Background: an optimization exercise with open tools, aiming at small area and few clock cycles. Do not read the settings as production practice. Only simulation tests tie the RTL to the original design; equivalence was not proved.

==> flow/design.v <==
module oscillator_bank_renderer (
    input  wire        clk,
    input  wire        rst,
    input  wire        cmd_valid,
    output wire        cmd_ready,
    input  wire [31:0] cmd_word,
    output wire        rsp_valid,
    input  wire        rsp_ready,
    output wire [31:0] rsp_data,
    output wire        smp_valid,
    input  wire        smp_ready,
    output wire [7:0]  smp_data
);
    localparam [4:0]  AMP_MAX   = 5'd16;
    localparam [15:0] SLICE_LEN = 16'd4;
    localparam [3:0] OP_NOP = 4'h0, OP_WRL = 4'h1, OP_WRH = 4'h2, OP_RD = 4'h3,
                     OP_PLAY = 4'h4, OP_CENV = 4'h5, OP_RFORM = 4'h6,
                     OP_RFRIC = 4'h7, OP_RSIL = 4'h8, OP_RESET = 4'hF;
    localparam [1:0] SRC_SIL = 2'd0, SRC_ASP = 2'd1, SRC_FRIC = 2'd2, SRC_BUZZ = 2'd3;
    localparam [1:0] K_SIL = 2'd0, K_FORM = 2'd1, K_FRIC = 2'd2;
    localparam [1:0] S_IDLE = 2'd0, S_RESP = 2'd1, S_RUN = 2'd2;
    localparam [1:0] R_OFF = 2'd0, R_FIRST = 2'd1, R_EMIT = 2'd2;
    logic [6:0][15:0] osc_freq;
    logic [6:0][15:0] osc_phase;
    logic [6:0][1:0]  osc_tmb;     
    logic [6:0][4:0]  osc_amp;     
    logic [2:0][31:0] fosc_freq;
    logic [2:0][31:0] fosc_phase;
    logic [3:0][15:0] start_r;
    logic [3:0][15:0] end_r;
    logic [3:0][15:0] cur;
    logic             psync;
    logic [1:0]       timbre;
    logic             st_ill;
    logic             st_ovf;
    logic [3:0]       st_cause;
    logic [31:0]      badcmd;
    logic [1:0]       st;
    logic [7:0]       rsp_reg;     
    logic             rsp_zero;    
    logic [1:0]       rstate;      
    logic [1:0]       rkind;
    logic [17:0]      rcnt;        
    logic signed [7:0] out_r;
    logic             eng;         
    logic             pl_nr;       
    logic [1:0]       pl_src;
    logic [15:0]      pl_nm1;      
    logic [3:0]       g_upr;       
    logic [15:0]      pfin;        
    logic [3:0]       gl_cy;       
    logic             cy_ok;       
    logic             pl_sd;       
    logic [2:0]       sd_cnt;      
    logic [3:0][1:0]  sd_qx;       
    logic             g0_pend;     
    logic             u_j0;        
    logic [15:0]      pl_left;     
    logic             cur_ok;      
    logic [3:0]       gq_ok;       
    logic [3:0][15:0] gl_q;        
    logic [3:0][15:0] gl_r;        
    logic [3:0][15:0] gl_acc;      
    assign cmd_ready = (st == S_IDLE);
    assign rsp_valid = (st == S_RESP);
    assign smp_valid = (rstate == R_EMIT);
    assign smp_data  = out_r;
    wire [3:0]  op    = cmd_word[31:28];
    wire [7:0]  regn  = cmd_word[27:20];
    wire [15:0] imm   = cmd_word[15:0];
    wire [1:0]  c_src = cmd_word[17:16];
    function automatic f_sec(input [7:0] r);
        f_sec = (r >= 8'h10) && (r <= 8'h1B);
    endfunction
    function automatic f_osc(input [7:0] r);
        f_osc = (r >= 8'h20) && (r <= 8'h3B) && (r[1:0] != 2'd3);
    endfunction
    function automatic f_fosc(input [7:0] r);
        f_fosc = (r >= 8'h40) && (r <= 8'h45);
    endfunction
    wire is_start_end_cur = f_sec(regn);
    wire is_osc  = f_osc(regn);
    wire is_fosc = f_fosc(regn);
    wire reg_impl = (regn <= 8'h03) || is_start_end_cur || is_osc || is_fosc;
    wire [2:0] osc_j  = regn[4:2];
    wire [1:0] fosc_k = regn[2:1];
    reg mbz_fail;
    always @(*) begin
        case (op)
            OP_NOP, OP_RESET:        mbz_fail = (cmd_word[27:0] != 28'd0);
            OP_WRL, OP_WRH:          mbz_fail = (cmd_word[19:16] != 4'd0);
            OP_RD:                   mbz_fail = (cmd_word[19:0] != 20'd0);
            OP_PLAY:                 mbz_fail = (cmd_word[27:18] != 10'd0);
            OP_CENV:                 mbz_fail = (cmd_word[27:18] != 10'd0) || (cmd_word[15:0] != 16'd0);
            OP_RFORM, OP_RFRIC, OP_RSIL: mbz_fail = (cmd_word[27:16] != 12'd0);
            default:                 mbz_fail = 1'b0;
        endcase
    end
    wire op_reserved = (op >= 4'h9) && (op <= 4'hE);
    wire op_regacc   = (op == OP_WRL) || (op == OP_WRH) || (op == OP_RD);
    wire acc_fail    = ((op == OP_WRL) && ((regn == 8'h02) || (regn == 8'h03))) ||
                       ((op == OP_WRH) && !is_fosc);
    wire val_fail    = (op == OP_WRL) &&
                       (((regn == 8'h00) && (imm[15:3] != 13'd0)) ||
                        ((regn == 8'h01) && (imm[15:2] != 14'd0)) ||
                        (is_osc && (regn[1:0] == 2'd2) &&
                         ((imm[15:8] != 8'd0) || (imm[5:0] > 6'd16))));
    reg [3:0] cause;
    always @(*) begin
        if (op_reserved)                cause = 4'd1;
        else if (mbz_fail)              cause = 4'd2;
        else if (op_regacc && !reg_impl) cause = 4'd3;
        else if (acc_fail)              cause = 4'd4;
        else if (val_fail)              cause = 4'd5;
        else                            cause = 4'd0;
    end
    function automatic [16:0] radd(input [15:0] a, input [15:0] b, input ci);
        reg c;
        integer i;
        begin
            c = ci;
            for (i = 0; i < 16; i = i + 1) begin
                radd[i] = a[i] ^ b[i] ^ c;
                c = (a[i] & b[i]) | ((a[i] ^ b[i]) & c);
            end
            radd[16] = c;
        end
    endfunction
    wire accept = (st == S_IDLE) && cmd_valid;
    wire legal  = (cause == 4'd0);
    reg [31:0] rd_val;
    always @(*) begin
        rd_val = 32'd0;
        if (!rsp_zero) begin
            case (rsp_reg)
            8'h00: rd_val = {29'd0, timbre, psync};
            8'h01: rd_val = {24'd0, st_cause, 2'b00, st_ovf, st_ill};
            8'h02: rd_val = {16'd0, SLICE_LEN};
            8'h03: rd_val = badcmd;
            8'h10: rd_val = {16'd0, start_r[0]};
            8'h14: rd_val = {16'd0, end_r[0]};
            8'h18: rd_val = {16'd0, cur[0]};
            8'h11: rd_val = {16'd0, start_r[1]};
            8'h15: rd_val = {16'd0, end_r[1]};
            8'h19: rd_val = {16'd0, cur[1]};
            8'h12: rd_val = {16'd0, start_r[2]};
            8'h16: rd_val = {16'd0, end_r[2]};
            8'h1A: rd_val = {16'd0, cur[2]};
            8'h13: rd_val = {16'd0, start_r[3]};
            8'h17: rd_val = {16'd0, end_r[3]};
            8'h1B: rd_val = {16'd0, cur[3]};
            8'h20: rd_val = {16'd0, osc_freq[0]};
            8'h21: rd_val = {16'd0, osc_phase[0]};
            8'h22: rd_val = {24'd0, osc_tmb[0], 1'b0, osc_amp[0]};
            8'h24: rd_val = {16'd0, osc_freq[1]};
            8'h25: rd_val = {16'd0, osc_phase[1]};
            8'h26: rd_val = {24'd0, osc_tmb[1], 1'b0, osc_amp[1]};
            8'h28: rd_val = {16'd0, osc_freq[2]};
            8'h29: rd_val = {16'd0, osc_phase[2]};
            8'h2A: rd_val = {24'd0, osc_tmb[2], 1'b0, osc_amp[2]};
            8'h2C: rd_val = {16'd0, osc_freq[3]};
            8'h2D: rd_val = {16'd0, osc_phase[3]};
            8'h2E: rd_val = {24'd0, osc_tmb[3], 1'b0, osc_amp[3]};
            8'h30: rd_val = {16'd0, osc_freq[4]};
            8'h31: rd_val = {16'd0, osc_phase[4]};
            8'h32: rd_val = {24'd0, osc_tmb[4], 1'b0, osc_amp[4]};
            8'h34: rd_val = {16'd0, osc_freq[5]};
            8'h35: rd_val = {16'd0, osc_phase[5]};
            8'h36: rd_val = {24'd0, osc_tmb[5], 1'b0, osc_amp[5]};
            8'h38: rd_val = {16'd0, osc_freq[6]};
            8'h39: rd_val = {16'd0, osc_phase[6]};
            8'h3A: rd_val = {24'd0, osc_tmb[6], 1'b0, osc_amp[6]};
            8'h40: rd_val = fosc_freq[0];
            8'h41: rd_val = fosc_phase[0];
            8'h42: rd_val = fosc_freq[1];
            8'h43: rd_val = fosc_phase[1];
            8'h44: rd_val = fosc_freq[2];
            8'h45: rd_val = fosc_phase[2];
            default: rd_val = 32'd0;
            endcase
        end
    end
    assign rsp_data = rd_val;
    logic [6:0][15:0] ph_next;
    logic [6:0][4:0]  l_mag;      
    logic [6:0]       l_neg;
    logic [2:0][31:0] fph_next;
    logic [2:0][4:0]  n_mag;      
    logic [2:0]       n_neg;
    logic [2:0][4:0]  f_mag;      
    logic [2:0]       f_neg;
    genvar g;
    generate
        for (g = 0; g < 7; g = g + 1) begin : g_osc
            wire [4:0] mg;
            wire       ng;
            assign ph_next[g] = osc_phase[g] + osc_freq[g];
            obr_buzz_rom u_buzz (
                .timbre (osc_tmb[g]),
                .amp    (osc_amp[g]),
                .idx    (ph_next[g][15:11]),
                .neg    (ng),
                .mag    (mg)
            );
            wire z = (osc_freq[g] == 16'd0);
            assign l_mag[g] = z ? 5'd0 : mg;
            assign l_neg[g] = ng & ~z;
        end
        for (g = 0; g < 3; g = g + 1) begin : g_fosc
            wire [4:0] mg;
            wire       ng;
            assign fph_next[g] = fosc_phase[g] + fosc_freq[g];
            obr_noise_rom u_noise (
                .idx    (fph_next[g][31:26]),
                .neg    (ng),
                .mag    (mg)
            );
            wire z = (fosc_freq[g] == 32'd0);
            assign n_mag[g] = mg;
            assign n_neg[g] = ng;
            assign f_mag[g] = z ? 5'd0 : mg;
            assign f_neg[g] = ng & ~z;
        end
    endgenerate
    function automatic [15:0] sx(input s, input [4:0] m);    
        sx = {16{s}} ^ {11'd0, m};
    endfunction
    wire [16:0] fs_a = radd(sx(l_neg[1], l_mag[1]), sx(l_neg[2], l_mag[2]), l_neg[1]);
    wire [16:0] fs_b = radd(sx(l_neg[3], l_mag[3]), sx(l_neg[4], l_mag[4]), l_neg[3]);
    wire [16:0] fs_c = radd(sx(l_neg[5], l_mag[5]), sx(l_neg[6], l_mag[6]), l_neg[5]);
    wire [16:0] fs_d = radd(fs_a[15:0], fs_b[15:0], l_neg[2]);
    wire [16:0] fs_e = radd(fs_c[15:0], sx(l_neg[0], l_mag[0]), l_neg[4]);
    wire [16:0] fs_f = radd(fs_d[15:0], fs_e[15:0], l_neg[6]);
    wire [16:0] fs_g = radd(fs_f[15:0], 16'd0, l_neg[0]);
    wire [8:0]  form_sum = fs_g[8:0];
    wire        form_ovf = form_sum[8] ^ form_sum[7];
    wire [4:0]  am_b = l_mag[0];
    wire [4:0]  am_m = n_mag[0];
    wire [16:0] am_1 = radd({11'd0, am_b & {5{am_m[0]}}}, {10'd0, am_b & {5{am_m[1]}}, 1'b0}, 1'b0);
    wire [16:0] am_2 = radd({9'd0, am_b & {5{am_m[2]}}, 2'd0}, {8'd0, am_b & {5{am_m[3]}}, 3'd0}, 1'b0);
    wire [16:0] am_3 = radd(am_1[15:0], am_2[15:0], 1'b0);
    wire [16:0] am_p = radd(am_3[15:0], {7'd0, am_b & {5{am_m[4]}}, 4'd0}, 1'b0);    
    wire        am_n = l_neg[0] ^ n_neg[0];
    wire [2:0]  am_fl = am_p[9:7];
    wire [16:0] am_ce = radd({13'd0, am_p[9:7]}, 16'd0, |am_p[6:0]);         
    wire [16:0] am_ng = radd(~am_ce[15:0], 16'd0, 1'b1);
    wire [15:0] am_mix = am_n ? am_ng[15:0] : {13'd0, am_fl};
    wire [16:0] fr_a = radd(sx(f_neg[0], f_mag[0]), sx(f_neg[1], f_mag[1]), f_neg[0]);
    wire [16:0] fr_b = radd(sx(f_neg[2], f_mag[2]), am_mix, f_neg[1]);
    wire [16:0] fr_c = radd(fr_a[15:0], fr_b[15:0], f_neg[2]);
    wire [7:0]  fric_sum = fr_c[7:0];
    logic [3:0][15:0] seg_s, seg_e, g_dist, cur_init, cur_next, acc_next;
    logic [3:0]       g_up, cy_now;
    wire  [15:0]      imm_m1 = radd(imm, 16'hFFFF, 1'b0);
    always @(*) begin
        for (int c = 0; c < 4; c++) begin
            logic [16:0] mid, d_es, d_se, asum, adiff, cn;
            logic        cy;
            seg_s[c]    = (start_r[c] == 16'd0) ? end_r[c] : start_r[c];
            seg_e[c]    = (end_r[c] == 16'd0) ? start_r[c] : end_r[c];
            d_es        = radd(seg_e[c], ~seg_s[c], 1'b1);
            d_se        = radd(~d_es[15:0], 16'd0, 1'b1);       
            g_up[c]     = d_es[16];
            g_dist[c]   = g_up[c] ? d_es[15:0] : d_se[15:0];
            mid         = radd(seg_s[c], seg_e[c], 1'b0);
            cur_init[c] = (imm == 16'd1) ? mid[16:1] : seg_s[c];
            asum        = radd(gl_acc[c], gl_r[c], 1'b0);
            adiff       = radd(asum[15:0], ~pl_nm1, 1'b1);
            cy          = asum[16] | adiff[16];
            cy_now[c]   = cy;
            acc_next[c] = cy ? adiff[15:0] : asum[15:0];
            cn          = radd(cur[c], gl_q[c] ^ {16{~g_upr[c]}}, gl_cy[c] ^ ~g_upr[c]);
            cur_next[c] = cn[15:0];
        end
    end
    logic [3:0]       u_ld, u_env, u_busy, u_last, u_mute, u_job;   
    logic [3:0][15:0] u_x, u_dld, u_d, u_q, u_r, u_nq, u_nr, u_hp;
    logic [3:0][3:0]  u_ahi;
    generate
        for (g = 1; g < 4; g = g + 1) begin : g_div
            localparam [4:0] WK = (g == 1) ? 5'd16 : (g == 2) ? 5'd12 : 5'd9;
            obr_divu #(.W(WK)) u_div (
                .clk    (clk),
                .rst    (rst),
                .ld     (u_ld[g]),
                .ld_env (u_env[g]),
                .x      (u_x[g]),
                .d_ld   (u_dld[g]),
                .d      (u_d[g]),
                .p      (pfin),
                .qr     (u_q[g]),
                .rem    (u_r[g]),
                .hp     (u_hp[g]),
                .ahi    (u_ahi[g]),
                .mute   (u_mute[g]),
                .busy   (u_busy[g]),
                .last_q (u_last[g]),
                .nq     (u_nq[g]),
                .nrem   (u_nr[g])
            );
            assign u_d[g] = u_job[g] ? pl_nm1 : cur[0];
        end
    endgenerate
    assign u_busy[0] = 1'b0;
    assign u_last[0] = 1'b0;
    assign u_q[0]    = 16'd0;
    assign u_r[0]    = 16'd0;
    assign u_nq[0]   = 16'd0;
    assign u_nr[0]   = 16'd0;
    assign u_hp[0]   = 16'd0;
    assign u_ahi[0]  = 4'd0;
    assign u_mute[0] = 1'b0;
    assign u_d[0]    = 16'd0;
    function automatic [4:0] sdstep(input [3:0] r, input b, input [3:0] dv);   
        reg [4:0] sh;
        reg [5:0] df;
        begin
            sh = {r, b};
            df = {1'b0, sh} - {2'b00, dv};
            sdstep = df[5] ? {1'b0, sh[3:0]} : {1'b1, df[3:0]};
        end
    endfunction
    logic [3:0][15:0] sd_q;
    logic [3:0][3:0]  sd_r;
    logic [3:0][1:0]  sd_qxn;
    always @(*) begin
        for (int c = 0; c < 4; c++) begin
            logic [4:0]  a [0:6];
            logic [17:0] qq;
            logic [5:0]  qb;
            qq   = {sd_qx[c], gl_q[c]};        
            a[0] = {1'b0, gl_r[c][3:0]};
            for (int i = 0; i < 6; i++) begin
                a[i+1] = sdstep(a[i][3:0], qq[17-i], pl_nm1[3:0]);
                qb[5-i] = a[i+1][4];
            end
            {sd_qxn[c], sd_q[c]} = {qq[11:0], qb};
            sd_r[c] = a[6][3:0];
        end
    end
    wire pl_buzz   = (pl_src == SRC_BUZZ);
    wire env_ready = !pl_buzz || (!(|u_busy[3:1]) && !(|u_job[3:1]));
    wire rend_last = (rstate == R_EMIT) && (rcnt == 18'd1) && smp_ready;
    wire rend_keep = (rstate == R_EMIT) && ((rcnt == 18'd2 && smp_ready) || (rcnt == 18'd1 && !smp_ready));
    wire rend_free = (rstate == R_OFF) || rend_last || rend_keep;
    wire w_go      = (st == S_RUN) && eng && (pl_left != 16'd0) && cur_ok && env_ready &&
                     (pl_nr || rend_free);
    wire more      = (pl_left != 16'd1);
    wire g_at_w    = w_go && more && (&gq_ok) && cy_ok;
    wire g_late    = (st == S_RUN) && eng && (pl_left != 16'd0) && !cur_ok && (&gq_ok) && cy_ok &&
                     !(pl_buzz && (|u_busy[3:1]));
    wire g_go      = g_at_w || g_late;
    wire adv       = (rstate == R_FIRST) || ((rstate == R_EMIT) && smp_ready && (rcnt != 18'd1));
    wire a_play    = accept && legal && (op == OP_PLAY) && (imm != 16'd0) && (c_src != SRC_SIL);
    wire a_cenv    = accept && legal && (op == OP_CENV) && (c_src == SRC_BUZZ);
    wire a_sd      = (imm_m1[15:4] == 12'd0);
    wire g0_ld     = (st == S_RUN) && g0_pend && gq_ok[1] && u_job[1] && !u_busy[1] && !u_j0;
    always @(*) begin
        for (int c = 0; c < 4; c++) begin
            u_ld[c]  = 1'b0;
            u_env[c] = 1'b0;
            u_x[c]   = g_dist[c];
            u_dld[c] = cur[0];
            if (a_play) begin
                if (c != 0 && c_src == SRC_BUZZ) begin
                    u_ld[c]  = 1'b1;
                    u_env[c] = 1'b1;
                    u_x[c]   = cur_init[c];
                    u_dld[c] = cur_init[0];
                end else begin
                    u_ld[c]  = (c != 0) && (imm != 16'd1) && !a_sd;
                end
            end else if (c != 0 && a_cenv) begin
                u_ld[c]  = 1'b1;
                u_env[c] = 1'b1;
                u_x[c]   = cur[c];
            end else if (c != 0 && pl_buzz && g_go) begin
                u_ld[c]  = 1'b1;
                u_env[c] = 1'b1;
                u_x[c]   = cur_next[c];
                u_dld[c] = cur_next[0];
            end else if (c != 0 && pl_buzz && w_go && more && !gq_ok[c] && !pl_sd) begin
                u_ld[c]  = 1'b1;
            end else if (c == 1 && g0_ld) begin
                u_ld[c]  = 1'b1;
                u_x[c]   = g_dist[0];
            end
        end
    end
    logic [3:1][15:0] k_flo, k_fhi, k_plo, k_phi;
    logic [3:1][4:0]  k_alo, k_ahi;
    always @(*) begin
        for (int k = 1; k < 4; k++) begin
            logic [4:0]  wk;
            logic [16:0] t1, t2, t3;
            wk       = (k == 1) ? 5'd16 : (k == 2) ? 5'd12 : 5'd9;
            t1       = radd(cur[k], ~u_r[k], 1'b1);
            t2       = radd(t1[15:0], cur[0], 1'b0);
            t3       = radd(u_hp[k], pfin, 1'b0);
            k_flo[k] = t1[15:0];
            k_fhi[k] = t2[15:0];
            k_plo[k] = u_hp[k];
            k_phi[k] = t3[15:0];
            k_ahi[k] = u_mute[k] ? 5'd0 : {1'b0, u_ahi[k]};
            k_alo[k] = u_mute[k] ? 5'd0 : (wk - {1'b0, u_ahi[k]});
        end
    end
    wire [16:0] pfin_nx  = radd(pfin, {cur[0][13:0], 2'b00}, 1'b0);
    wire [16:0] left_dec = radd(pl_left, 16'hFFFF, 1'b0);
    wire [16:0] rc_lo    = radd(rcnt[15:0], 16'hFFFF, 1'b0);
    wire [16:0] rc_hi    = radd({14'd0, rcnt[17:16]}, 16'hFFFF, rc_lo[16]);
    wire [17:0] rcnt_dec = {rc_hi[1:0], rc_lo[15:0]};
    always @(posedge clk) begin
        gl_cy <= (&gq_ok) ? cy_now : 4'd0;
        cy_ok <= !g_go;
        for (int c = 1; c < 4; c++) begin
            if (u_ld[c]) u_job[c] <= !u_env[c];
            if (u_job[c] && u_last[c] && !u_ld[c]) begin
                if (c == 1 && u_j0) begin
                    gl_q[0]  <= u_nq[1];
                    gl_r[0]  <= u_nr[1];
                    gq_ok[0] <= 1'b1;
                end else begin
                    gl_q[c]  <= u_nq[c];
                    gl_r[c]  <= u_nr[c];
                    gq_ok[c] <= 1'b1;
                end
            end
        end
        if (u_ld[1]) u_j0 <= g0_ld;
        if (g0_ld) g0_pend <= 1'b0;
        if (sd_cnt != 3'd0) begin
            sd_cnt <= sd_cnt - 3'd1;
            for (int c = 0; c < 4; c++) begin
                gl_q[c] <= sd_q[c];
                gl_r[c] <= {12'd0, sd_r[c]};
            end
            sd_qx <= sd_qxn;
            if (sd_cnt == 3'd1) gq_ok <= 4'hF;
        end
        if (rst || (accept && op == OP_RESET && legal)) begin
            osc_freq   <= '0;
            osc_phase  <= '0;
            osc_tmb    <= '0;
            osc_amp    <= '0;
            fosc_freq  <= '0;
            fosc_phase <= '0;
            start_r    <= '0;
            end_r      <= '0;
            cur        <= '0;
            psync      <= 1'b1;
            timbre     <= 2'd0;
            st_ill     <= 1'b0;
            st_ovf     <= 1'b0;
            st_cause   <= 4'd0;
            badcmd     <= 32'd0;
            st         <= S_IDLE;
            rstate     <= R_OFF;
            eng        <= 1'b0;
            sd_cnt     <= 3'd0;
            g0_pend    <= 1'b0;
        end else begin
            if (accept) begin
                if (!legal) begin
                    if (!st_ill) begin
                        st_ill   <= 1'b1;
                        st_cause <= cause;
                        badcmd   <= cmd_word;
                    end
                    if (op == OP_RD) begin
                        rsp_zero <= 1'b1;
                        st       <= S_RESP;
                    end
                end else begin
                    case (op)
                    OP_WRL: begin
                        if (regn == 8'h00) begin
                            psync  <= imm[0];
                            timbre <= imm[2:1];
                        end else if (regn == 8'h01) begin
                            if (imm[0]) begin
                                st_ill   <= 1'b0;
                                st_cause <= 4'd0;
                                badcmd   <= 32'd0;
                            end
                            if (imm[1]) st_ovf <= 1'b0;
                        end else if (is_start_end_cur) begin
                            case (regn[3:2])
                                2'd0:    start_r[regn[1:0]] <= imm;
                                2'd1:    end_r[regn[1:0]]   <= imm;
                                default: cur[regn[1:0]]     <= imm;
                            endcase
                        end else if (is_osc) begin
                            case (regn[1:0])
                                2'd0:    osc_freq[osc_j]  <= imm;
                                2'd1:    osc_phase[osc_j] <= imm;
                                default: begin
                                    osc_tmb[osc_j] <= imm[7:6];
                                    osc_amp[osc_j] <= imm[4:0];
                                end
                            endcase
                        end else if (is_fosc) begin
                            if (regn[0]) fosc_phase[fosc_k][15:0] <= imm;
                            else         fosc_freq[fosc_k][15:0]  <= imm;
                        end
                    end
                    OP_WRH: begin
                        if (regn[0]) fosc_phase[fosc_k][31:16] <= imm;
                        else         fosc_freq[fosc_k][31:16]  <= imm;
                    end
                    OP_RD: begin
                        rsp_zero <= 1'b0;
                        st       <= S_RESP;
                    end
                    OP_CENV: begin
                        if (c_src != SRC_SIL) begin
                            st      <= S_RUN;
                            eng     <= 1'b1;
                            pl_nr   <= 1'b1;
                            pl_src  <= c_src;
                            pl_left <= 16'd1;
                            cur_ok  <= 1'b1;
                            pfin    <= osc_phase[0];
                        end
                    end
                    OP_RFORM, OP_RFRIC, OP_RSIL: begin
                        if (imm != 16'd0) begin
                            st    <= S_RUN;
                            eng   <= 1'b0;
                            rcnt  <= {2'd0, imm};
                            if (op == OP_RSIL) begin
                                rkind  <= K_SIL;
                                out_r  <= 8'sd0;
                                rstate <= R_EMIT;
                            end else begin
                                rkind  <= (op == OP_RFORM) ? K_FORM : K_FRIC;
                                rstate <= R_FIRST;
                            end
                        end
                    end
                    OP_PLAY: begin
                        if (imm != 16'd0) begin
                            st <= S_RUN;
                            if (c_src == SRC_SIL) begin
                                eng    <= 1'b0;
                                rkind  <= K_SIL;
                                rcnt   <= {imm, 2'b00};
                                out_r  <= 8'sd0;
                                rstate <= R_EMIT;
                            end else begin
                                eng     <= 1'b1;
                                pl_nr   <= 1'b0;
                                pl_src  <= c_src;
                                pl_nm1  <= imm_m1;
                                g_upr   <= g_up;
                                pfin    <= osc_phase[0];
                                pl_left <= imm;
                                cur_ok  <= 1'b1;
                                gq_ok   <= 4'd0;
                                pl_sd   <= a_sd;
                                g0_pend <= !a_sd && (imm != 16'd1);
                                if (a_sd && imm != 16'd1) begin
                                    sd_cnt <= 3'd3;
                                    gl_q   <= g_dist;
                                    sd_qx  <= '0;
                                    gl_r   <= '0;
                                end
                                cur     <= cur_init;
                                gl_acc  <= '0;
                            end
                        end
                    end
                    default: ;    
                    endcase
                end
            end
            if (st == S_RESP && rsp_ready) st <= S_IDLE;
            if (adv) begin
                case (rkind)
                K_FORM: begin
                    osc_phase <= ph_next;
                    out_r     <= form_sum[7:0];
                    if (form_ovf) st_ovf <= 1'b1;
                end
                K_FRIC: begin
                    osc_phase[0] <= ph_next[0];
                    fosc_phase   <= fph_next;
                    out_r        <= fric_sum;
                end
                default: out_r <= 8'sd0;
                endcase
            end
            if (rstate == R_FIRST) rstate <= R_EMIT;
            if (rstate == R_EMIT && smp_ready) rcnt <= rcnt_dec[17:0];
            if (rend_last && !w_go) begin
                rstate <= R_OFF;
                if (!eng || pl_left == 16'd0) st <= S_IDLE;
            end
            if (g_go) begin
                for (int c = 0; c < 4; c++)
                    if (!(c == 0 && pl_src == SRC_ASP)) cur[c] <= cur_next[c];
                gl_acc <= acc_next;
                cur_ok <= 1'b1;
            end
            if (w_go) begin
                pl_left <= left_dec[15:0];
                pfin    <= pfin_nx[15:0];
                if (more && !g_at_w) cur_ok <= 1'b0;
                if (pl_src == SRC_ASP) begin
                    cur[0]      <= 16'd0;
                    osc_freq[0] <= 16'd0;
                    osc_tmb[0]  <= timbre;
                    osc_amp[0]  <= 5'd0;
                end else begin
                    osc_freq[0] <= cur[0];
                    osc_tmb[0]  <= timbre;
                    osc_amp[0]  <= (cur[0] != 16'd0) ? AMP_MAX : 5'd0;
                end
                if (pl_buzz) begin
                    for (int k = 1; k < 4; k++) begin
                        osc_freq[2*k-1] <= k_flo[k];
                        osc_freq[2*k]   <= k_fhi[k];
                        osc_tmb[2*k-1]  <= timbre;
                        osc_tmb[2*k]    <= timbre;
                        osc_amp[2*k-1]  <= k_alo[k];
                        osc_amp[2*k]    <= k_ahi[k];
                        if (psync) begin
                            osc_phase[2*k-1] <= k_plo[k];
                            osc_phase[2*k]   <= k_phi[k];
                        end
                    end
                end else begin
                    for (int k = 0; k < 3; k++)
                        fosc_freq[k] <= {4'd0, cur[k + 1], 12'd0};
                end
                if (pl_nr) begin
                    st <= S_IDLE;
                end else begin
                    if (rend_keep) begin
                        rstate <= R_EMIT;
                        rcnt   <= {2'd0, SLICE_LEN} + 18'd1;
                    end else begin
                        rstate <= R_FIRST;
                        rcnt   <= {2'd0, SLICE_LEN};
                    end
                    rkind  <= pl_buzz ? K_FORM : K_FRIC;
                end
            end
        end
    end
    always @(posedge clk) begin
        if (accept) rsp_reg <= regn;
    end
endmodule
module obr_divu #(
    parameter [4:0] W = 5'd16
) (
    input  wire        clk,
    input  wire        rst,
    input  wire        ld,         
    input  wire        ld_env,     
    input  wire [15:0] x,
    input  wire [15:0] d_ld,       
    input  wire [15:0] d,          
    input  wire [15:0] p,          
    output reg  [15:0] qr,         
    output reg  [15:0] rem,        
    output reg  [15:0] hp,         
    output reg  [3:0]  ahi,
    output reg         mute,
    output wire        busy,
    output wire        last_q,     
    output wire [15:0] nq,         
    output wire [15:0] nrem
);
    reg [2:0] cnt;    
    reg       ah;     
    reg       hv;     
    assign busy   = (cnt != 3'd0) || ah;
    assign last_q = (cnt == 3'd1);
    function automatic [16:0] dstep(input [15:0] r, input b, input [15:0] dv);
        reg [16:0] sh;
        reg [17:0] df;
        begin
            sh = {r, b};
            df = {1'b0, sh} - {2'b00, dv};
            dstep = df[17] ? {1'b0, sh[15:0]} : {1'b1, df[15:0]};
        end
    endfunction
    function automatic [16:0] radd(input [15:0] a, input [15:0] b, input ci);
        reg c;
        integer i;
        begin
            c = ci;
            for (i = 0; i < 16; i = i + 1) begin
                radd[i] = a[i] ^ b[i] ^ c;
                c = (a[i] & b[i]) | ((a[i] ^ b[i]) & c);
            end
            radd[16] = c;
        end
    endfunction
    wire [19:0] wr   = W * rem;
    wire        do_a = (cnt == 3'd0);
    wire [15:0] s_r0 = do_a ? wr[19:4] : rem;
    wire [3:0]  s_b  = do_a ? wr[3:0]  : qr[15:12];
    wire [16:0] s1 = dstep(s_r0,      s_b[3], d);
    wire [16:0] s2 = dstep(s1[15:0],  s_b[2], d);
    wire [16:0] s3 = dstep(s2[15:0],  s_b[1], d);
    wire [16:0] s4 = dstep(s3[15:0],  s_b[0], d);
    wire [3:0]  s_q = {s1[16], s2[16], s3[16], s4[16]};
    assign nq   = {qr[11:0], s_q};
    assign nrem = s4[15:0];
    wire [16:0] h1 = radd({hp[11:0], 4'd0}, qr[0] ? p : 16'd0, 1'b0);
    wire [16:0] h2 = radd(h1[15:0], qr[1] ? {p[14:0], 1'b0} : 16'd0, 1'b0);
    wire [16:0] h3 = radd(h2[15:0], qr[2] ? {p[13:0], 2'd0} : 16'd0, 1'b0);
    wire [16:0] h4 = radd(h3[15:0], qr[3] ? {p[12:0], 3'd0} : 16'd0, 1'b0);
    wire c1 = ({4'd0, x[15:4]}   >= d_ld);
    wire c2 = ({8'd0, x[15:8]}   >= d_ld);
    wire c3 = ({12'd0, x[15:12]} >= d_ld);
    always @(posedge clk) begin
        if (rst) begin
            cnt <= 3'd0;
            ah  <= 1'b0;
            hv  <= 1'b0;
        end else if (ld) begin
            hp <= 16'd0;
            hv <= 1'b0;
            if (ld_env && (d_ld == 16'd0 || x == 16'd0)) begin
                rem  <= x;
                qr   <= 16'd0;
                cnt  <= 3'd0;
                ah   <= 1'b0;
                ahi  <= 4'd0;
                mute <= 1'b1;
            end else begin
                mute <= 1'b0;
                ah   <= ld_env;
                if (c3 || !ld_env) begin
                    rem <= 16'd0;             qr <= x;                cnt <= 3'd4;
                end else if (c2) begin
                    rem <= {12'd0, x[15:12]}; qr <= {x[11:0], 4'd0};  cnt <= 3'd3;
                end else if (c1) begin
                    rem <= {8'd0, x[15:8]};   qr <= {x[7:0], 8'd0};   cnt <= 3'd2;
                end else begin
                    rem <= {4'd0, x[15:4]};   qr <= {x[3:0], 12'd0};  cnt <= 3'd1;
                end
            end
        end else begin
            if (hv) hp <= h4[15:0];
            if (cnt != 3'd0) begin
                rem <= s4[15:0];
                qr  <= {qr[11:0], s_q};
                cnt <= cnt - 3'd1;
                hv  <= 1'b1;
            end else begin
                hv <= 1'b0;
                if (ah) begin
                    ahi <= s_q;
                    ah  <= 1'b0;
                end
            end
        end
    end
endmodule
module obr_divg (
    input  wire        clk,
    input  wire        rst,
    input  wire        ld,
    input  wire [15:0] x,
    input  wire [15:0] d,          
    output reg  [15:0] qr,
    output reg  [15:0] rem,
    output wire        busy,
    output wire        last_q,
    output wire [15:0] nq,
    output wire [15:0] nrem
);
    reg [3:0] cnt;
    assign busy   = (cnt != 4'd0);
    assign last_q = (cnt == 4'd1);
    function automatic [16:0] rstep(input [15:0] r, input b, input [15:0] dv);
        reg [16:0] sh;
        reg [16:0] nd;
        reg [16:0] df;
        reg        c;
        integer i;
        begin
            sh = {r, b};
            nd = ~{1'b0, dv};
            c  = 1'b1;
            for (i = 0; i < 17; i = i + 1) begin
                df[i] = sh[i] ^ nd[i] ^ c;
                c = (sh[i] & nd[i]) | ((sh[i] ^ nd[i]) & c);
            end
            rstep = c ? {1'b1, df[15:0]} : {1'b0, sh[15:0]};
        end
    endfunction
    wire [16:0] s1 = rstep(rem,      qr[15], d);
    wire [16:0] s2 = rstep(s1[15:0], qr[14], d);
    assign nq   = {qr[13:0], s1[16], s2[16]};
    assign nrem = s2[15:0];
    always @(posedge clk) begin
        if (rst) begin
            cnt <= 4'd0;
        end else if (ld) begin
            rem <= 16'd0;
            qr  <= x;
            cnt <= 4'd8;
        end else if (cnt != 4'd0) begin
            rem <= nrem;
            qr  <= nq;
            cnt <= cnt - 4'd1;
        end
    end
endmodule
module obr_buzz_rom (
    input  wire [1:0] timbre,
    input  wire [4:0] amp,       
    input  wire [4:0] idx,
    output wire       neg,       
    output wire [4:0] mag        
);
    function automatic [9:0] radd9(input [8:0] x, input [8:0] y);
        reg c;
        integer i;
        begin
            c = 1'b0;
            for (i = 0; i < 9; i = i + 1) begin
                radd9[i] = x[i] ^ y[i] ^ c;
                c = (x[i] & y[i]) | ((x[i] ^ y[i]) & c);
            end
            radd9[9] = c;
        end
    endfunction
    reg [3:0] m;
    reg       s;
    always @(*) begin
        case (idx)
            5'd0: begin m = 4'd0; s = 1'b0; end
            5'd1: begin m = 4'd1; s = 1'b0; end
            5'd2: begin m = 4'd2; s = 1'b0; end
            5'd3: begin m = 4'd3; s = 1'b0; end
            5'd4: begin m = 4'd4; s = 1'b0; end
            5'd5: begin m = 4'd5; s = 1'b0; end
            5'd6: begin m = 4'd6; s = 1'b0; end
            5'd7: begin m = 4'd7; s = 1'b0; end
            5'd8: begin m = 4'd8; s = 1'b0; end
            5'd9: begin m = 4'd7; s = 1'b0; end
            5'd10: begin m = 4'd6; s = 1'b0; end
            5'd11: begin m = 4'd5; s = 1'b0; end
            5'd12: begin m = 4'd4; s = 1'b0; end
            5'd13: begin m = 4'd3; s = 1'b0; end
            5'd14: begin m = 4'd2; s = 1'b0; end
            5'd15: begin m = 4'd1; s = 1'b0; end
            5'd16: begin m = 4'd0; s = 1'b0; end
            5'd17: begin m = 4'd1; s = 1'b1; end
            5'd18: begin m = 4'd2; s = 1'b1; end
            5'd19: begin m = 4'd3; s = 1'b1; end
            5'd20: begin m = 4'd4; s = 1'b1; end
            5'd21: begin m = 4'd5; s = 1'b1; end
            5'd22: begin m = 4'd6; s = 1'b1; end
            5'd23: begin m = 4'd7; s = 1'b1; end
            5'd24: begin m = 4'd8; s = 1'b1; end
            5'd25: begin m = 4'd7; s = 1'b1; end
            5'd26: begin m = 4'd6; s = 1'b1; end
            5'd27: begin m = 4'd5; s = 1'b1; end
            5'd28: begin m = 4'd4; s = 1'b1; end
            5'd29: begin m = 4'd3; s = 1'b1; end
            5'd30: begin m = 4'd2; s = 1'b1; end
            5'd31: begin m = 4'd1; s = 1'b1; end
        endcase
    end
    wire [3:0] a4 = amp[3:0];
    wire [9:0] r1 = radd9({5'd0, a4 & {4{m[0]}}}, {4'd0, a4 & {4{m[1]}}, 1'b0});
    wire [9:0] r2 = radd9(r1[8:0], {3'd0, a4 & {4{m[2]}}, 2'd0});
    wire [7:0] ma = amp[4] ? {m, 4'd0} : m[3] ? {1'b0, a4, 3'd0} : r2[7:0];
    wire [9:0] p3 = radd9({1'b0, ma}, {ma, 1'b0});    
    wire [4:0] p  = p3[8:4];
    assign mag = p >> timbre;
    assign neg = s;
endmodule
module obr_noise_rom (
    input  wire [5:0] idx,
    output reg        neg,
    output reg  [4:0] mag
);
    always @(*) begin
        case (idx)
            6'd0: begin neg = 1'b0; mag = 5'd6; end
            6'd1: begin neg = 1'b1; mag = 5'd5; end
            6'd2: begin neg = 1'b0; mag = 5'd8; end
            6'd3: begin neg = 1'b0; mag = 5'd17; end
            6'd4: begin neg = 1'b0; mag = 5'd3; end
            6'd5: begin neg = 1'b1; mag = 5'd6; end
            6'd6: begin neg = 1'b1; mag = 5'd2; end
            6'd7: begin neg = 1'b0; mag = 5'd14; end
            6'd8: begin neg = 1'b1; mag = 5'd9; end
            6'd9: begin neg = 1'b0; mag = 5'd0; end
            6'd10: begin neg = 1'b1; mag = 5'd8; end
            6'd11: begin neg = 1'b0; mag = 5'd6; end
            6'd12: begin neg = 1'b0; mag = 5'd12; end
            6'd13: begin neg = 1'b0; mag = 5'd15; end
            6'd14: begin neg = 1'b1; mag = 5'd15; end
            6'd15: begin neg = 1'b1; mag = 5'd3; end
            6'd16: begin neg = 1'b0; mag = 5'd20; end
            6'd17: begin neg = 1'b0; mag = 5'd3; end
            6'd18: begin neg = 1'b1; mag = 5'd2; end
            6'd19: begin neg = 1'b1; mag = 5'd11; end
            6'd20: begin neg = 1'b0; mag = 5'd16; end
            6'd21: begin neg = 1'b0; mag = 5'd10; end
            6'd22: begin neg = 1'b0; mag = 5'd0; end
            6'd23: begin neg = 1'b1; mag = 5'd8; end
            6'd24: begin neg = 1'b1; mag = 5'd13; end
            6'd25: begin neg = 1'b0; mag = 5'd18; end
            6'd26: begin neg = 1'b0; mag = 5'd16; end
            6'd27: begin neg = 1'b1; mag = 5'd19; end
            6'd28: begin neg = 1'b1; mag = 5'd14; end
            6'd29: begin neg = 1'b1; mag = 5'd13; end
            6'd30: begin neg = 1'b0; mag = 5'd1; end
            6'd31: begin neg = 1'b1; mag = 5'd11; end
            6'd32: begin neg = 1'b0; mag = 5'd11; end
            6'd33: begin neg = 1'b1; mag = 5'd6; end
            6'd34: begin neg = 1'b1; mag = 5'd11; end
            6'd35: begin neg = 1'b0; mag = 5'd15; end
            6'd36: begin neg = 1'b0; mag = 5'd15; end
            6'd37: begin neg = 1'b0; mag = 5'd2; end
            6'd38: begin neg = 1'b1; mag = 5'd4; end
            6'd39: begin neg = 1'b0; mag = 5'd17; end
            6'd40: begin neg = 1'b0; mag = 5'd0; end
            6'd41: begin neg = 1'b0; mag = 5'd3; end
            6'd42: begin neg = 1'b1; mag = 5'd3; end
            6'd43: begin neg = 1'b0; mag = 5'd0; end
            6'd44: begin neg = 1'b0; mag = 5'd4; end
            6'd45: begin neg = 1'b0; mag = 5'd8; end
            6'd46: begin neg = 1'b1; mag = 5'd14; end
            6'd47: begin neg = 1'b0; mag = 5'd1; end
            6'd48: begin neg = 1'b1; mag = 5'd3; end
            6'd49: begin neg = 1'b0; mag = 5'd10; end
            6'd50: begin neg = 1'b0; mag = 5'd7; end
            6'd51: begin neg = 1'b1; mag = 5'd5; end
            6'd52: begin neg = 1'b0; mag = 5'd16; end
            6'd53: begin neg = 1'b0; mag = 5'd0; end
            6'd54: begin neg = 1'b1; mag = 5'd13; end
            6'd55: begin neg = 1'b1; mag = 5'd1; end
            6'd56: begin neg = 1'b1; mag = 5'd20; end
            6'd57: begin neg = 1'b1; mag = 5'd7; end
            6'd58: begin neg = 1'b1; mag = 5'd17; end
            6'd59: begin neg = 1'b0; mag = 5'd8; end
            6'd60: begin neg = 1'b1; mag = 5'd2; end
            6'd61: begin neg = 1'b1; mag = 5'd11; end
            6'd62: begin neg = 1'b1; mag = 5'd7; end
            default: begin neg = 1'b1; mag = 5'd17; end
        endcase
    end
endmodule
==> flow/run.sh <==
#!/bin/bash
# synth_recipe.tcl (not shown) runs the flow's synth.tcl, then flattens the netlist and writes it again
# the make line also repeats each setting of config.mk as NAME=value (left out here)
make -C /OpenROAD-flow-scripts/flow DESIGN_CONFIG=/design/flow/config.mk WORK_HOME=/design/flow/orfs CLKGATE_MAP_FILE= SYNTH_SCRIPT=/design/flow/synth_recipe.tcl finish
==> flow/config.mk <==
export PLATFORM = sky130hd
export DESIGN_NAME = oscillator_bank_renderer
export DESIGN_NICKNAME = oscillator_bank_renderer
export VERILOG_FILES = /design/flow/design.v
export SDC_FILE = /design/flow/constraint.sdc
export NUM_CORES = 4
export LEC_CHECK = 0
export CAP_MARGIN = 40
export CORE_MARGIN = 2
export CORE_UTILIZATION = 40
export CTS_CLUSTER_DIAMETER = 100
export CTS_CLUSTER_SIZE = 25
export SLEW_MARGIN = 40
==> flow/constraint.sdc <==
create_clock -name core_clock -period 20.0 [get_ports {clk}]
set_input_delay 4.0000 -clock core_clock [delete_from_list [all_inputs] [get_ports {clk}]]
set_output_delay 4.0000 -clock core_clock [all_outputs]
set_load 0.01 [all_outputs]
==> run summary <==
==> how the worst min path moves through the flow <==
stage	startpoint	to	slack, ns	cells past startpoint
after floorplan	st_cause[0]	st_cause[0]	0.43	2
after global placement	badcmd[3]	badcmd[3]	0.44	2
after detailed placement	badcmd[9]	badcmd[9]	0.45	2
after CTS	badcmd[5]	badcmd[5]	0.46	2
after global routing	badcmd[9]	badcmd[9]	0.49	2
final	badcmd[3]	badcmd[3]	0.46	2
==> routing by layer <==
layer  wire, um  vias to the layer above
li1           -                    50600
met1     242000                    58400
met2     261000                     8031
met3      76500                     2179
met4      62500                       42
met5        310                        -
==> synthesized netlist by cell type, types with 158 or more instances <==
| cell type | number |
|---|---|
| a211oi_1 | 473 |
| a21o_1 | 273 |
| a21oi_1 | 1056 |
| a221oi_1 | 340 |
| a22oi_1 | 417 |
| and2_1 | 197 |
| clkbuf_1 | 789 |
| dfxtp_1 | 866 |
| edfxtp_1 | 321 |
| fa_1 | 769 |
| ha_1 | 875 |
| inv_1 | 1102 |
| mux2i_1 | 368 |
| nand2_1 | 1115 |
| nand3_1 | 368 |
| nor2_1 | 1125 |
| nor3_1 | 266 |
| o211ai_1 | 158 |
| o21ai_0 | 647 |
| xnor2_1 | 353 |
| xor2_1 | 181 |
==> worst max-delay path: cells and delay by family, from the launching register on <==
kind            cells  cell delay (ns)
simple gates        7             1.07
mux                 3             0.57
buf+inv             9             0.61
fa+ha+maj          30            11.58
flops               1             0.39
compound gates      8             1.98
xor+xnor            3             0.67
==> metrics by stage <==
stage / instance area, sq um / std cells
3_3_place_gp: 125000 / 17700
3_5_place_dp: 125000 / 17700
6_report: 129000 / 17900
4_1_cts: 128000 / 17800
2_1_floorplan: 119000 / 14100
5_1_grt: 129000 / 17900
==> cells by family (layout without fill, tap and decap cells) <==
family	after synthesis	after routing	share of synthesized area, %
other	0	52	0
AOI/OAI and AO/OA	4302	4302	24.5
and+or+nand+nor	3887	3887	15.4
DFF	1187	1187	22.7
muxes	528	528	4.70
xor gates and xnor gates	534	534	3.94
adders and majority gates	1645	1645	22.2
buffers and inverters	2018	1825	6.49
==> final cells by class <==
class / count / area, sq um / area share (%)
Clock inverter: 71 / 980 / 0.760
Clock buffer: 94 / 2270 / 1.76
Sequential cell: 1187 / 27000 / 20.9
Inverter: 1115 / 4190 / 3.25
Multi-Input combinational cell: 10900 / 85000 / 66.0
Timing Repair Buffer: 545 / 4350 / 3.37
Antenna cell: 52 / 130 / 0.101
Tap cell: 3939 / 4930 / 3.82
==> cell usage in the layout (no fill, tap or decap), types with 366 or more instances in the layout <==
master and count:
ha_1 874, nand2_1 1102, o21ai_0 634, buf_4 429, inv_1 1099, nor2_1 1078, a211oi_1 467, fa_1 767
a22oi_1 415, dfxtp_1 865, nand3_1 366, a21oi_1 1041
==> flow_metrics.py <==
metrics = {
    "setup_path": {
        "max_stage_delay_ns": 0.56,
        "critPathLaunchType": "flop",
        "end_kind": "flop",
        "path_max_fanout": 6,
        "arrival_ns": 17.70,
        "timing_worst_setup_path_type": "reg -> reg",
        "r2r_cells": 60,
        "slowest_stage": "fa_1",
        "regToRegStartpoint": "osc_freq[0]",
        "crit_path_end": "out_r[7]",
        "timing.critical_path.mode_cell": "fa_1",
        "regToRegEndpoint": "out_r[7]",
        "required_ns": 20.54,
        "rrSetupSlack_ns": 2.84,
        "startpoint": "osc_freq[0]",
    },
    "routing": {
        "wire_per_inst_um": 35.9,
        "viasPerCell": 6.67,
        "routed_wl_mm": 642,
        "via_count": 119000,
        "drc": 0,
        "drtPass1Iterations": 10,
        "drtAntennaViolNets": 0,
        "drt_iter0_markers": 17700,
    },
    "floorplan": {
        "core_area_sq_mm": 0.296,
        "io-pin-count": 80,
        "start_util_pct": 40.1,
        "die_y_um": 549,
        "dieWidth_um": 549,
        "placementRows": 200,
        "die_area_sq_mm": 0.301,
    },
    "global_routing": {
        "grt.busiest_layer": "met2",
        "grt_start_max_net_pins": 136,
        "track_usage_pct": 41.4,
        "grt_overflow": 0,
        "grt_pass1_vias": 110000,
        "antenna_found_initial": 86,
        "grt_use_met1_pct": 51.2,
        "met3_usage_pct": 13.2,
        "grt_pass1_wl_mm": 882,
        "use_met2_pct": 59.3,
    },
    "logic_synthesis": {
        "synthFlopType": "dfxtp_1",
        "syn-num-nets": 15800,
        "syn_inst": 14100,
        "synthArstFlopShare_pct": 0,
        "ys_top_cells_by_area": "dfxtp_1 15%, fa_1 13%, ha_1 9.2%",
        "synth_edf_count": 321,
        "synth_top_area_share_pct": 14.6,
        "yosysSeqAreaShare_pct": 22.7,
        "synth-seq-cells": 1187,
        "synth_area_per_cell_sq_um": 8.42,
        "syn_area_sq_mm": 0.119,
        "yosysTopAreaCell": "dfxtp_1",
        "synth_cell_types": 115,
        "yosysWarnings": 10,
    },
    "hold_path": {
        "hold_path_class": "reg -> reg",
    },
    "clock_tree": {
        "cts.htree.levels": 3,
        "clk_latency_ns": 0.84,
        "clockBufferDepth": 3,
        "cts_setup_buffers": 0,
        "cts_buffers": 88,
        "cts_resized": 0,
        "cts_tree": "built",
        "ctsHoldBuffers": 0,
        "cts_num_sinks": 1187,
        "clk_pin_slew_ns": 0.11,
        "cts_root_buf": "clkbuf_16",
    },
    "placed_design": {
        "pre_cts_ws_ns": 2.79,
        "io_buffers": 79,
        "hpwl_mm": 494,
        "place_congestion": 1.09,
    },
    "sta": {
        "fmax_ghz": 0.0583,
        "hold_viol": 0,
        "tightest_slew_ns": 0.996,
        "finalSetupViolCount": 0,
        "post-route-min-period_ns": 17.16,
        "fin_crit_sh_pct": 85.8,
        "setup_tns_ns": 0,
        "rsz0062_at_grt": "false",
        "worst_clock_skew_ns": 0.0597,
        "slew_headroom_pct": 31.7,
        "drv_slew": 0,
        "hold_slack_ns": 0.459,
        "worst_slack_ns": 2.84,
    },
    "run": {
        "cap_violations": 0,
    },
    "layout": {
        "nFillCells": 29800,
        "area_growth_pct": 8.56,
        "top_regs": "osc_freq (112), osc_phase (112)",
        "fin_util_pct": 43.5,
        "nets": 15500,
        "drive_gt1_share_pct": 8.05,
    },
    "outcome": {
        "run_status": "complete, no violations",
    },
}
Testbench counts, summed over its fixed seeds: cycles 12,151.

port drivers added, routing unchanged:
How much do the figures lean on ideal ports? The routed layout below was timed once more, with nothing changed but the port constraints.
Step 1 assumes that a clkbuf_16 drives the clock port and a buf_2 every other input.
Step 2 adds t to the input delays and takes it off the output delays; t is the mean of the earliest and latest rising clock arrival at the registers after step 1. Input paths then give back, and output paths get back, about the clock's delay inside the block.
Slacks: ideal ports / drivers / drivers and shift; pairs: ideal ports / drivers.
shift t [ns]: 0.914
setup WS [ns]: 2.836 / 2.836 / 2.836
worst hold slack (ns): 0.459 / 0.459 / 0.459
latest minus earliest clock arrival (ns): 0.068 / 0.068
cell pins on the clock port's net: 1
After both steps setup and hold are still met in this run. The setup slack of this run moves by 0.000 ns with the drivers and by 0.000 ns with both steps.
